Context: an optimization exercise on an open-source flow, tuned for small area, a short achievable clock period and few clock cycles. The choices shown serve that exercise and are no tape-out recipe.
Where RTL was checked, it was by simulation tests only, not by an equivalence proof against the original.

==> run a: inputs <==
Design patch_encoder, start of the top module:
module patch_encoder (
    input             clk,
    input             rst,
    input             large_patch,
    input             in_valid,
    output            in_ready,
    input      [1:0]  in_kind,
    input      [31:0] in_coef,
    input      [15:0] in_stride,
    input      [7:0]  in_patch_size,
    input      [7:0]  in_layer_type,
    input      [7:0]  in_quant_wbits,
    input      [31:0] in_dc_offset,
    input      [15:0] in_range,
    input      [31:0] in_patch_ids,
    input      [15:0] in_postquant,
    output            out_valid,
    input             out_ready,
    output     [7:0]  out_data,
    output            out_last
);
Settings: LEC_CHECK=0, ABC_CLOCK_PERIOD_IN_PS=2700, CAP_MARGIN=20, CORE_MARGIN=2, CORE_UTILIZATION=40, SETUP_SLACK_MARGIN=3.8, SLEW_MARGIN=20; clock period 6.5 ns.
run.sh (not shown) runs the stock make flow with config.mk's settings and CLKGATE_MAP_FILE= SYNTH_SCRIPT=/design/flow/synth_recipe.tcl, a recipe that flattens the netlist after the stock synthesis.
==> inputs of run b, as changes to run a <==
--- a/flow/design.v
+++ b/flow/design.v
@@ -31,55 +31,67 @@
     reg        lp_q;          
     wire       k_cf  = (exp_k == E_CF);
     wire       f_cf  = fire & k_cf;
     wire       f_gh  = fire & !k_cf & (in_kind == C_GH);
     wire       f_ph  = fire & !k_cf & (in_kind == C_PH);
     reg  [1:0] ph_ok;         
     wire       ph_we0 = in_valid & (in_kind == C_PH) & ph_ok[0];
     wire       ph_we1 = in_valid & (in_kind == C_PH) & ph_ok[1];
+    reg        gh_ok;         
+    wire       gh_we  = in_valid & (in_kind == C_GH) & gh_ok;
     wire       f_end = fire & !k_cf & (in_kind == C_END);
     wire       f_job = f_gh | f_ph | f_end;
+    wire       jq_pop, ds_pop, gh_pop;      
+    reg [1:0]  jq_wp, jq_rp;
+    reg [2:0]  jq_cnt;
+    wire [1:0] jq_tail = jq_wp - 2'd1;
+    wire       tail_ok = (jq_cnt >= 3'd2) | (jq_cnt == 3'd1) & !jq_pop;
+    wire       att_end = f_end & tail_ok & !jq_ghf[jq_tail];
+    wire       att_gh  = f_gh & tail_ok;
+    wire       f_push  = f_job & !att_end & !att_gh;
     reg [6:0]  n_lut;
     always @(*) begin
         case (in_patch_size[3:0])
             4'd0: n_lut = 7'd0;
             4'd1: n_lut = 7'd1;
             4'd2: n_lut = 7'd4;
             4'd3: n_lut = 7'd9;
             4'd4: n_lut = 7'd16;
             4'd5: n_lut = 7'd25;
             4'd6: n_lut = 7'd36;
             4'd7: n_lut = 7'd49;
             default: n_lut = 7'd64;
         endcase
     end
     reg [1:0]  jq_type [0:3];
     reg [3:0]  jq_done;
+    reg [3:0]  jq_endf;       
+    reg [3:0]  jq_ghf;        
+    wire       jq_clr_e, jq_clr_g;
     reg [4:0]  jq_w    [0:3];
     reg        jq_eob  [0:3];
     reg [6:0]  jq_ntok [0:3];
-    reg [1:0]  jq_wp, jq_rp;
-    reg [2:0]  jq_cnt;
     reg [3:0]  ds_qh  [0:1];
     reg [31:0] ds_dc  [0:1];
     reg [15:0] ds_rng [0:1];
     reg [31:0] ds_ids [0:1];
     reg        ds_wp, ds_rp;
     reg [1:0]  ds_cnt;
     reg [31:0] gh_d;
     reg        gh_full;
     reg        c_cf, c_ph;
     reg [16:0] c_lo;
     reg        c_sg, c_up0, c_up1, c_last, c_beyond, c_n0;
     reg [3:0]  c_q;
     reg [1:0]  c_j;
-    wire       jq_pop, ds_pop, gh_pop;
-    reg [18:0] mem [0:63];
-    reg [6:0]  wptr, rptr;
+    reg [64*19-1:0] mem;      
+    reg [63:0] wp_oh;         
+    reg [63:0] rp_oh;         
+    reg        fne;           
     reg  [6:0] fcnt;          
     wire       tok_load;
     reg        e_v;
     reg [1:0]  e_j;
     reg        t1_v, t1_end;
     reg [1:0]  t1_j;
     reg        wr_v, pend_v;
     reg [6:0]  zcnt;
@@ -118,17 +130,17 @@
         c_up0    <= (in_coef[31:17] == 15'd0);
         c_up1    <= (in_coef[31:17] == 15'h7fff);
         c_last   <= (coef_left == 7'd1);
         c_beyond <= (coef_left <= pq_r);
         c_n0     <= (n_cur == 7'd0);
         c_q      <= in_quant_wbits[3:0];
         c_j      <= jq_wp;
         pt_r     <= pt;
-        if (f_gh) begin
+        if (gh_we) begin
             n_cur <= n_lut;
             gh_d  <= {in_layer_type, in_patch_size, in_stride};
         end
         if (f_ph) begin
             coef_left    <= n_cur;
             pq_r         <= in_postquant[6:0];
         end
         if (ph_we0) begin
@@ -139,41 +151,51 @@
         end
         if (ph_we1) begin
             ds_qh[1]  <= in_quant_wbits[7:4];
             ds_dc[1]  <= in_dc_offset;
             ds_rng[1] <= in_range;
             ds_ids[1] <= in_patch_ids;
         end
         if (f_cf) coef_left <= coef_left - 7'd1;
-        if (f_job) jq_type[jq_wp] <= in_kind;
-        if (f_job)  jq_done[jq_wp] <= !f_ph;
+        if (f_push) jq_type[jq_wp] <= in_kind;
+        if (f_push) jq_done[jq_wp] <= !f_ph;
+        if (jq_clr_e) jq_endf[jq_rp] <= 1'b0;
+        if (jq_clr_g) jq_ghf[jq_rp]  <= 1'b0;
+        if (f_push) begin
+            jq_endf[jq_wp] <= 1'b0;
+            jq_ghf[jq_wp]  <= 1'b0;
+        end
+        if (att_end) jq_endf[jq_tail] <= 1'b1;
+        if (att_gh)  jq_ghf[jq_tail]  <= 1'b1;
         if (e_v)    jq_done[e_j]   <= 1'b1;
         if (rst) begin
             in_ready_q <= 1'b1;
             ph_ok      <= 2'b00;
+            gh_ok      <= 1'b1;
             exp_k      <= E_GH;
             jq_wp      <= 2'd0;
             jq_cnt     <= 3'd0;
             ds_wp      <= 1'b0;
             ds_cnt     <= 2'd0;
             gh_full    <= 1'b0;
             c_cf       <= 1'b0;
             c_ph       <= 1'b0;
         end else begin
             in_ready_q <= ready_n;
+            gh_ok      <= ready_n & (exp_n != E_CF);
             ph_ok[0]   <= ready_n & (exp_n != E_CF) & ((ds_wp ^ f_ph) == 1'b0);
             ph_ok[1]   <= ready_n & (exp_n != E_CF) & ((ds_wp ^ f_ph) == 1'b1);
             exp_k      <= exp_n;
-            if (f_job & !jq_pop)      jq_cnt <= jq_cnt + 3'd1;
-            else if (!f_job & jq_pop) jq_cnt <= jq_cnt - 3'd1;
+            if (f_push & !jq_pop)      jq_cnt <= jq_cnt + 3'd1;
+            else if (!f_push & jq_pop) jq_cnt <= jq_cnt - 3'd1;
             if (f_ph & !ds_pop)       ds_cnt <= ds_cnt + 2'd1;
             else if (!f_ph & ds_pop)  ds_cnt <= ds_cnt - 2'd1;
             gh_full    <= gh_full_n;
-            if (f_job) jq_wp <= jq_wp + 2'd1;
+            if (f_push) jq_wp <= jq_wp + 2'd1;
             if (f_ph)  ds_wp <= !ds_wp;
         end
     end
     reg [3:0]  q_lo;
     reg [16:0] oracc;
     reg [1:0]  pj;
     reg        t1_eff, t1_sg;
     reg [16:0] t1_mag;
@@ -207,16 +229,17 @@
         end else begin
             t1_v   <= c_cf;
             t1_end <= (c_cf & c_last) | (c_ph & c_n0);
         end
     end
     reg [18:0] pend_tok;
     reg [18:0] wr_d;
     reg [6:0]  ntok;
+    integer     wi;
     wire [18:0] t1_tok  = {1'b1, t1_sg, t1_mag};
     wire [18:0] run_tok = {12'd0, zcnt};
     wire        t1_nz   = t1_v & t1_eff;
     reg        wr_n_v, pend_n_v;
     reg [18:0] wr_n_d, pend_n_tok;
     always @(*) begin
         wr_n_v     = pend_v;
         wr_n_d     = pend_tok;
@@ -243,17 +266,18 @@
     reg        e_eob;
     reg [6:0]  e_ntok;
     reg [3:0]  e_minw;
     reg [4:0]  hb_r;
     wire [4:0] wfin = ((hb_r > {1'b0, e_minw}) ? hb_r : {1'b0, e_minw}) + 5'd1;
     always @(posedge clk) begin
         wr_d     <= wr_n_d;
         pend_tok <= pend_n_tok;
-        if (wr_v) mem[wptr[5:0]] <= wr_d;
+        for (wi = 0; wi < 64; wi = wi + 1)
+            if (wr_v & wp_oh[wi]) mem[wi*19 +: 19] <= wr_d;
         hb_r   <= hb;
         e_minw <= minw;
         e_j    <= t1_j;
         e_eob  <= t1_v & !t1_eff;
         e_ntok <= ntok_add;
         if (e_v) begin
             jq_w[e_j]    <= wfin;
             jq_eob[e_j]  <= e_eob;
@@ -261,37 +285,39 @@
         end
         if (rst) begin
             wr_v   <= 1'b0;
             e_v    <= 1'b0;
             pend_v <= 1'b0;
             zcnt   <= 7'd0;
             z_any  <= 1'b0;
             ntok   <= 7'd0;
-            wptr   <= 7'd0;
+            wp_oh  <= 64'd1;
             fcnt   <= 7'd0;
+            fne    <= 1'b0;
         end else begin
             wr_v   <= wr_n_v;
             e_v    <= t1_end;
             pend_v <= pend_n_v;
             if (t1_end)                zcnt <= 7'd0;
             else if (t1_v & !t1_eff)   zcnt <= zcnt + 7'd1;
             else if (t1_nz)            zcnt <= 7'd0;
             if (t1_end)                z_any <= 1'b0;
             else if (t1_v & !t1_eff)   z_any <= 1'b1;
             else if (t1_nz)            z_any <= 1'b0;
             ntok <= t1_end ? 7'd0 : ntok_add;
-            if (wr_v) wptr <= wptr + 7'd1;
+            if (wr_v) wp_oh <= {wp_oh[62:0], wp_oh[63]};
+            fne  <= (fcnt >= 7'd2) | (fcnt == 7'd1) & (wr_v | !tok_load) | wr_v;
             if (wr_v & !tok_load)      fcnt <= fcnt + 7'd1;
             else if (!wr_v & tok_load) fcnt <= fcnt - 7'd1;
         end
     end
     localparam [3:0] S_IDLE = 4'd0, S_GH1 = 4'd1, S_H1 = 4'd2, S_H2 = 4'd3,
                      S_H3 = 4'd4, S_H4 = 4'd5, S_H5 = 4'd6, S_TOK = 4'd7,
-                     S_EOB = 4'd8;
+                     S_EOB = 4'd8, S_POST = 4'd9;
     reg [3:0]  es;
     reg [6:0]  toks_left;
     reg        ceob;
     reg [4:0]  cw;
     reg [16:0] lowmask;       
     reg [2:0]  shA, shB;
     reg        cw_ge8;
     reg        tok_v;
@@ -311,51 +337,56 @@
     wire [16:0] tm    = tok_q[16:0];
     wire        clamp = |(tm & ~lowmask);
     wire [16:0] mg    = clamp ? 17'd0 : tm;
     wire [7:0]  fa    = cw_ge8 ? mg[7:0] : (mg[7:0] << shA);
     wire [7:0]  fb    = mg[15:8] << shB;
     wire [19:0] t_val = tok_q[18] ? {2'b11, tok_q[17], fa, fb, mg[16]} : 20'd0;
     wire [5:0]  t_len = tok_q[18] ? ({1'b0, cw} + 6'd3) : tm[5:0];
     wire       tok_use = (es == S_TOK) & tok_v & u_rdy;
-    wire       last_tok = (toks_left == 7'd1);
+    reg        tl0, tl1;      
+    wire       last_tok = tl1;
     reg        go;            
     reg [19:0] n_val;
     reg [5:0]  n_len;
     reg        n_end;
     reg [3:0]  es_n;
-    reg        pop_j, pop_d, pop_g;
+    reg        pop_j, pop_d, pop_g, fin, clr_e, clr_g;
+    wire       endf_h = jq_endf[jq_rp];
+    wire       ghf_h  = jq_ghf[jq_rp];
     always @(*) begin
         go = 1'b0; n_val = 20'd0; n_len = 6'd16; n_end = 1'b0;
         es_n = es; pop_j = 1'b0; pop_d = 1'b0; pop_g = 1'b0;
+        fin = 1'b0; clr_e = 1'b0; clr_g = 1'b0;
         case (es)
             S_IDLE: if (h_ok & u_rdy) begin
                 go = 1'b1;
                 case (h_type)
                     C_GH: begin
                         n_val = {gh_d[7:0], gh_d[15:8], 4'd0};
                         es_n  = S_GH1;
                     end
                     C_PH: begin
                         n_val = {d_qh, h_w[3:0] - 4'd2, d_dc[7:0], 4'd0};
                         es_n  = S_H1;
                     end
                     default: begin
                         n_val = {8'h61, 12'd0};
                         n_len = 6'd8;
                         n_end = 1'b1;
-                        pop_j = 1'b1;
+                        fin   = 1'b1;
                     end
                 endcase
             end
             S_GH1: if (u_rdy) begin
                 go = 1'b1;
                 n_val = {gh_d[23:16], gh_d[31:24], 4'd0};
-                pop_j = 1'b1; pop_g = 1'b1;
-                es_n = S_IDLE;
+                pop_g = 1'b1; clr_g = 1'b1;
+                if (endf_h) es_n = S_POST;
+                else begin es_n = S_IDLE; pop_j = 1'b1; end
             end
             S_H1: if (u_rdy) begin
                 go = 1'b1; n_val = {d_dc[15:8], d_dc[23:16], 4'd0}; es_n = S_H2;
             end
             S_H2: if (u_rdy) begin
                 go = 1'b1; n_val = {d_dc[31:24], d_rng[7:0], 4'd0}; es_n = S_H3;
             end
             S_H3: if (u_rdy) begin
@@ -365,79 +396,111 @@
                 go = 1'b1;
                 if (lp_q) begin
                     n_val = {d_ids[15:8], d_ids[23:16], 4'd0};
                     es_n  = S_H5;
                 end else begin
                     n_val = {d_ids[9], d_ids[8], 18'd0};
                     n_len = 6'd2;
                     pop_d = 1'b1;
-                    es_n  = (toks_left != 7'd0) ? S_TOK : ceob ? S_EOB : S_IDLE;
-                    pop_j = (toks_left == 7'd0) & !ceob;
+                    es_n  = !tl0 ? S_TOK : ceob ? S_EOB : S_IDLE;
+                    fin   = tl0 & !ceob;
                 end
             end
             S_H5: if (u_rdy) begin
                 go = 1'b1; n_val = {d_ids[31:24], 12'd0}; n_len = 6'd8;
                 pop_d = 1'b1;
-                es_n  = (toks_left != 7'd0) ? S_TOK : ceob ? S_EOB : S_IDLE;
-                pop_j = (toks_left == 7'd0) & !ceob;
+                es_n  = !tl0 ? S_TOK : ceob ? S_EOB : S_IDLE;
+                fin   = tl0 & !ceob;
             end
             S_TOK: if (tok_v & u_rdy) begin
                 go = 1'b1; n_val = t_val; n_len = t_len;
                 if (last_tok) begin
                     es_n  = ceob ? S_EOB : S_IDLE;
-                    pop_j = !ceob;
+                    fin   = !ceob;
                 end
             end
             S_EOB: if (u_rdy) begin
                 go = 1'b1; n_val = {2'b10, 18'd0}; n_len = 6'd2;
-                pop_j = 1'b1; es_n = S_IDLE;
+                fin = 1'b1; es_n = S_IDLE;
+            end
+            S_POST: if (u_rdy) begin
+                go = 1'b1;
+                if (endf_h) begin
+                    n_val = {8'h61, 12'd0};
+                    n_len = 6'd8;
+                    n_end = 1'b1;
+                    clr_e = 1'b1;
+                    if (!ghf_h) begin es_n = S_IDLE; pop_j = 1'b1; end
+                end else begin
+                    n_val = {gh_d[7:0], gh_d[15:8], 4'd0};
+                    es_n  = S_GH1;
+                end
             end
             default: es_n = S_IDLE;
         endcase
+        if (fin) begin
+            if (endf_h | ghf_h) es_n = S_POST;
+            else                pop_j = 1'b1;
+        end
     end
+    assign jq_clr_e = clr_e;
+    assign jq_clr_g = clr_g;
     assign jq_pop = pop_j;
     assign ds_pop = pop_d;
     assign gh_pop = pop_g;
-    assign tok_load = (!tok_v | tok_use) & (fcnt != 7'd0);
+    assign tok_load = (!tok_v | tok_use) & fne;
+    reg [18:0] rd_tok;
+    integer ri;
+    always @(*) begin
+        rd_tok = 19'd0;
+        for (ri = 0; ri < 64; ri = ri + 1)
+            rd_tok = rd_tok | ({19{rp_oh[ri]}} & mem[ri*19 +: 19]);
+    end
     always @(posedge clk) begin
-        if (tok_load) tok_q <= mem[rptr[5:0]];
+        if (tok_load) tok_q <= rd_tok;
         if (es == S_IDLE && h_ok && u_rdy && h_type == C_PH) begin
             toks_left <= jq_ntok[jq_rp];
+            tl0       <= (jq_ntok[jq_rp] == 7'd0);
+            tl1       <= (jq_ntok[jq_rp] == 7'd1);
             ceob      <= jq_eob[jq_rp];
             cw        <= h_w;
         end
         lowmask <= (17'd1 << cw) - 17'd1;
         shA     <= 3'd0 - cw[2:0];                           
         shB     <= (cw >= 5'd16) ? 3'd0 : 3'd0 - cw[2:0];    
         cw_ge8  <= (cw >= 5'd8);
-        if (tok_use) toks_left <= toks_left - 7'd1;
+        if (tok_use) begin
+            toks_left <= toks_left - 7'd1;
+            tl0       <= tl1;
+            tl1       <= (toks_left == 7'd2);
+        end
         if (u_acc || !u_v) begin
             u_val <= u1_v ? u1_val : n_val;
             u_len <= u1_v ? u1_len : n_len;
             u_end <= u1_v ? u1_end : n_end;
         end
         if (go) begin
             u1_val <= n_val;
             u1_len <= n_len;
             u1_end <= n_end;
         end
         if (rst) begin
             es     <= S_IDLE;
             jq_rp  <= 2'd0;
             ds_rp  <= 1'b0;
-            rptr   <= 7'd0;
+            rp_oh  <= 64'd1;
             tok_v  <= 1'b0;
             u_v    <= 1'b0;
             u1_v   <= 1'b0;
         end else begin
             es <= es_n;
             if (pop_j) jq_rp <= jq_rp + 2'd1;
             if (pop_d) ds_rp <= !ds_rp;
-            if (tok_load) rptr <= rptr + 7'd1;
+            if (tok_load) rp_oh <= {rp_oh[62:0], rp_oh[63]};
             if (tok_load)     tok_v <= 1'b1;
             else if (tok_use) tok_v <= 1'b0;
             if (u_acc || !u_v) begin
                 u_v  <= u1_v | go;
                 u1_v <= 1'b0;
             end else begin
                 u1_v <= u1_v | go;
             end
--- a/flow/config.mk
+++ b/flow/config.mk
@@ -4,10 +4,12 @@
 export VERILOG_FILES = /design/flow/design.v
 export SDC_FILE = /design/flow/constraint.sdc
 export NUM_CORES = 4
 export LEC_CHECK = 0
 export ABC_CLOCK_PERIOD_IN_PS = 2700
 export CAP_MARGIN = 20
 export CORE_MARGIN = 2
 export CORE_UTILIZATION = 40
+export CTS_CLUSTER_DIAMETER = 80
+export CTS_CLUSTER_SIZE = 24
 export SETUP_SLACK_MARGIN = 3.8
 export SLEW_MARGIN = 20
==> inputs of run c, as changes to run a <==
--- a/flow/design.v
+++ b/flow/design.v
@@ -70,36 +70,36 @@
     reg        c_cf, c_ph;
     reg [16:0] c_lo;
     reg        c_sg, c_up0, c_up1, c_last, c_beyond, c_n0;
     reg [3:0]  c_q;
     reg [1:0]  c_j;
     wire       jq_pop, ds_pop, gh_pop;
     reg [18:0] mem [0:63];
     reg [6:0]  wptr, rptr;
-    reg  [6:0] fcnt;          
-    wire       tok_load;
+    wire [6:0] fifo_cnt = wptr - rptr;
     reg        e_v;
     reg [1:0]  e_j;
     reg        t1_v, t1_end;
     reg [1:0]  t1_j;
     reg        wr_v, pend_v;
     reg [6:0]  zcnt;
-    reg        z_any;         
-    wire [2:0] pt_x = {2'b0, wr_v} + {2'b0, pend_v} + {2'b0, z_any}
+    wire [2:0] pt_x = {2'b0, wr_v} + {2'b0, pend_v} + {2'b0, (zcnt != 7'd0)}
                     + {2'b0, t1_v} + {2'b0, c_cf};
-    wire [7:0] pt   = {1'b0, fcnt} + {5'b0, pt_x};
+    wire [7:0] pt   = {1'b0, fifo_cnt} + {5'b0, pt_x};
     reg [1:0]  exp_n;
     always @(*) begin
         exp_n = exp_k;
         if (f_cf)       exp_n = (coef_left == 7'd1) ? E_PE : E_CF;
         else if (f_gh)  exp_n = E_PE;
         else if (f_ph)  exp_n = (n_cur != 7'd0) ? E_CF : E_PE;
         else if (f_end) exp_n = E_GH;
     end
+    wire [2:0] jq_cnt_n  = jq_cnt + {2'b0, f_job} - {2'b0, jq_pop};
+    wire [1:0] ds_cnt_n  = ds_cnt + {1'b0, f_ph} - {1'b0, ds_pop};
     wire       gh_full_n = f_gh | (gh_full & !gh_pop);
     wire       jq_room_n = !jq_cnt[2] & !(jq_cnt[1] & jq_cnt[0]) |
                            (jq_cnt == 3'd3) & (!f_job | jq_pop) |
                            jq_cnt[2] & jq_pop & !f_job;
     wire       ds_room_n = !ds_cnt[1] & !ds_cnt[0] |
                            ds_cnt[0] & (!f_ph | ds_pop) |
                            ds_cnt[1] & ds_pop & !f_ph;
     wire       gh_free_n = !f_gh & (!gh_full | gh_pop);
@@ -158,20 +158,18 @@
             gh_full    <= 1'b0;
             c_cf       <= 1'b0;
             c_ph       <= 1'b0;
         end else begin
             in_ready_q <= ready_n;
             ph_ok[0]   <= ready_n & (exp_n != E_CF) & ((ds_wp ^ f_ph) == 1'b0);
             ph_ok[1]   <= ready_n & (exp_n != E_CF) & ((ds_wp ^ f_ph) == 1'b1);
             exp_k      <= exp_n;
-            if (f_job & !jq_pop)      jq_cnt <= jq_cnt + 3'd1;
-            else if (!f_job & jq_pop) jq_cnt <= jq_cnt - 3'd1;
-            if (f_ph & !ds_pop)       ds_cnt <= ds_cnt + 2'd1;
-            else if (!f_ph & ds_pop)  ds_cnt <= ds_cnt - 2'd1;
+            jq_cnt     <= jq_cnt_n;
+            ds_cnt     <= ds_cnt_n;
             gh_full    <= gh_full_n;
             if (f_job) jq_wp <= jq_wp + 2'd1;
             if (f_ph)  ds_wp <= !ds_wp;
         end
     end
     reg [3:0]  q_lo;
     reg [16:0] oracc;
     reg [1:0]  pj;
@@ -210,16 +208,17 @@
         end
     end
     reg [18:0] pend_tok;
     reg [18:0] wr_d;
     reg [6:0]  ntok;
     wire [18:0] t1_tok  = {1'b1, t1_sg, t1_mag};
     wire [18:0] run_tok = {12'd0, zcnt};
     wire        t1_nz   = t1_v & t1_eff;
+    wire        z_any   = (zcnt != 7'd0);
     reg        wr_n_v, pend_n_v;
     reg [18:0] wr_n_d, pend_n_tok;
     always @(*) begin
         wr_n_v     = pend_v;
         wr_n_d     = pend_tok;
         pend_n_v   = 1'b0;
         pend_n_tok = t1_tok;
         if (t1_nz) begin
@@ -227,17 +226,17 @@
                 wr_n_v = 1'b1; wr_n_d = run_tok; pend_n_v = 1'b1;
             end else if (pend_v) begin
                 pend_n_v = 1'b1;
             end else begin
                 wr_n_v = 1'b1; wr_n_d = t1_tok;
             end
         end
     end
-    wire [6:0] ntok_add = !t1_nz ? ntok : z_any ? ntok + 7'd2 : ntok + 7'd1;
+    wire [6:0] ntok_add = ntok + {6'd0, t1_nz} + {6'd0, t1_nz & z_any};
     wire [3:0] minw = q_lo[3:1] + 4'd1;
     reg  [4:0] hb;
     integer hj;
     always @(*) begin
         hb = 5'd0;
         for (hj = 0; hj < 17; hj = hj + 1) if (oracc[hj]) hb = hj;
     end
     reg        e_eob;
@@ -259,34 +258,27 @@
             jq_eob[e_j]  <= e_eob;
             jq_ntok[e_j] <= e_ntok;
         end
         if (rst) begin
             wr_v   <= 1'b0;
             e_v    <= 1'b0;
             pend_v <= 1'b0;
             zcnt   <= 7'd0;
-            z_any  <= 1'b0;
             ntok   <= 7'd0;
             wptr   <= 7'd0;
-            fcnt   <= 7'd0;
         end else begin
             wr_v   <= wr_n_v;
             e_v    <= t1_end;
             pend_v <= pend_n_v;
             if (t1_end)                zcnt <= 7'd0;
             else if (t1_v & !t1_eff)   zcnt <= zcnt + 7'd1;
             else if (t1_nz)            zcnt <= 7'd0;
-            if (t1_end)                z_any <= 1'b0;
-            else if (t1_v & !t1_eff)   z_any <= 1'b1;
-            else if (t1_nz)            z_any <= 1'b0;
             ntok <= t1_end ? 7'd0 : ntok_add;
             if (wr_v) wptr <= wptr + 7'd1;
-            if (wr_v & !tok_load)      fcnt <= fcnt + 7'd1;
-            else if (!wr_v & tok_load) fcnt <= fcnt - 7'd1;
         end
     end
     localparam [3:0] S_IDLE = 4'd0, S_GH1 = 4'd1, S_H1 = 4'd2, S_H2 = 4'd3,
                      S_H3 = 4'd4, S_H4 = 4'd5, S_H5 = 4'd6, S_TOK = 4'd7,
                      S_EOB = 4'd8;
     reg [3:0]  es;
     reg [6:0]  toks_left;
     reg        ceob;
@@ -392,28 +384,28 @@
                 pop_j = 1'b1; es_n = S_IDLE;
             end
             default: es_n = S_IDLE;
         endcase
     end
     assign jq_pop = pop_j;
     assign ds_pop = pop_d;
     assign gh_pop = pop_g;
-    assign tok_load = (!tok_v | tok_use) & (fcnt != 7'd0);
+    wire tok_load = (!tok_v | tok_use) & (wptr != rptr);
     always @(posedge clk) begin
         if (tok_load) tok_q <= mem[rptr[5:0]];
         if (es == S_IDLE && h_ok && u_rdy && h_type == C_PH) begin
             toks_left <= jq_ntok[jq_rp];
             ceob      <= jq_eob[jq_rp];
             cw        <= h_w;
+            lowmask   <= (17'd1 << h_w) - 17'd1;
+            shA       <= 3'd0 - h_w[2:0];           
+            shB       <= (h_w >= 5'd16) ? 3'd0 : 3'd0 - h_w[2:0];    
+            cw_ge8    <= (h_w >= 5'd8);
         end
-        lowmask <= (17'd1 << cw) - 17'd1;
-        shA     <= 3'd0 - cw[2:0];                           
-        shB     <= (cw >= 5'd16) ? 3'd0 : 3'd0 - cw[2:0];    
-        cw_ge8  <= (cw >= 5'd8);
         if (tok_use) toks_left <= toks_left - 7'd1;
         if (u_acc || !u_v) begin
             u_val <= u1_v ? u1_val : n_val;
             u_len <= u1_v ? u1_len : n_len;
             u_end <= u1_v ? u1_end : n_end;
         end
         if (go) begin
             u1_val <= n_val;
==> flow_summary.ini <==
[logic_synthesis]
synthXorXnorAreaFrac = 0.00980
netlist_area_um2 = 75100
synth_top_family_by_area = multiplexers

[detailed_routing]
drt-met1-wl_mm = 79.8

[pwr]
pg_seq_mw = 13.9

[status]
status = timing/DRC/antenna clean

[worst_hold_path]
hold_start = pj[0]$_DFFE_PP_

[clocking]
cts_setup_buffers = 126
(the above is from run c)
==> flow_summary.ini <==
[pwr]
combPwrFrac = 0.229
pg_seq_mw = 14.1
p_sw_mw = 8.83

[worst_hold_path]
hold_start = pj[0]$_DFFE_PP_

[global_route]
grt.total_usage = 0.195

[worst_setup_path]
crit_start = es[0]$_SDFFE_PP0P_
crit_slowest_cell = a2111o_1
crit_cells = 9
r2r_start = es[0]$_SDFFE_PP0P_

[status]
status = timing/DRC/antenna clean

[floorplanning]
row_count = 159

[detailed_routing]
drt-met1-wl_mm = 79.4

[logic_synthesis]
synth_top_family_by_area = multiplexers
netlist_area_um2 = 75100

[clocking]
cts_setup_buffers = 78
(the above is from run a)
==> flow_summary.ini <==
[status]
status = timing/DRC/antenna clean

[worst_hold_path]
hold_start = t1_mag[14]$_SDFF_PP0_

[detailed_routing]
drt-met1-wl_mm = 97.3

[clocking]
cts_setup_buffers = 52

[logic_synthesis]
synthTopCellsByCount = edfxtp_1 (1,624), dfxtp_1 (376), a221oi_1 (325)
synthXorXnorAreaFrac = 0.00850
netlist_area_um2 = 76200

[pwr]
pg_seq_mw = 14.7

[placement]
io_buffers = 176

[sta]
fin_crit_ns = 2.79

[finish]
layout.cells.non_filler = 7830
seq_share = 0.655

[worst_setup_path]
r2r_slack_ns = 3.71
(the above is from run b)
Testbench counts of run c, summed over its fixed seeds: cycles 13,659.
Only the layout flow was run in run a and run b; the RTL was not checked for function there.

-- re-timing with driven ports --
How much do the figures lean on ideal ports? The routed layouts below were timed once more, with nothing changed but the port constraints. Step 1: set_driving_cell puts a clkbuf_16 on clk and a buf_2 on each other input, an assumption about the parent block. Step 2 adds t to the input delays and takes it off the output delays; t is the mean of the earliest and latest rising clock arrival at the registers after step 1. Input paths then give back, and output paths get back, about the clock's delay inside the block. Slacks: ideal ports / drivers / drivers and shift; pairs: ideal ports / drivers.
run	t (ns)	slack for setup (ns)	hold WS [ns]
run a	0.885	3.497 / 3.497 / 2.982	0.344 / 0.344 / 0.344
run b	0.845	3.705 / 3.705 / 3.094	0.350 / 0.350 / 0.350
run c	0.904	3.563 / 3.563 / 2.931	0.342 / 0.342 / 0.342
After both steps every run listed still meets setup and hold. For run c, which loses most, drivers alone change the setup slack by 0.000 ns; drivers and shift together by -0.632 ns.
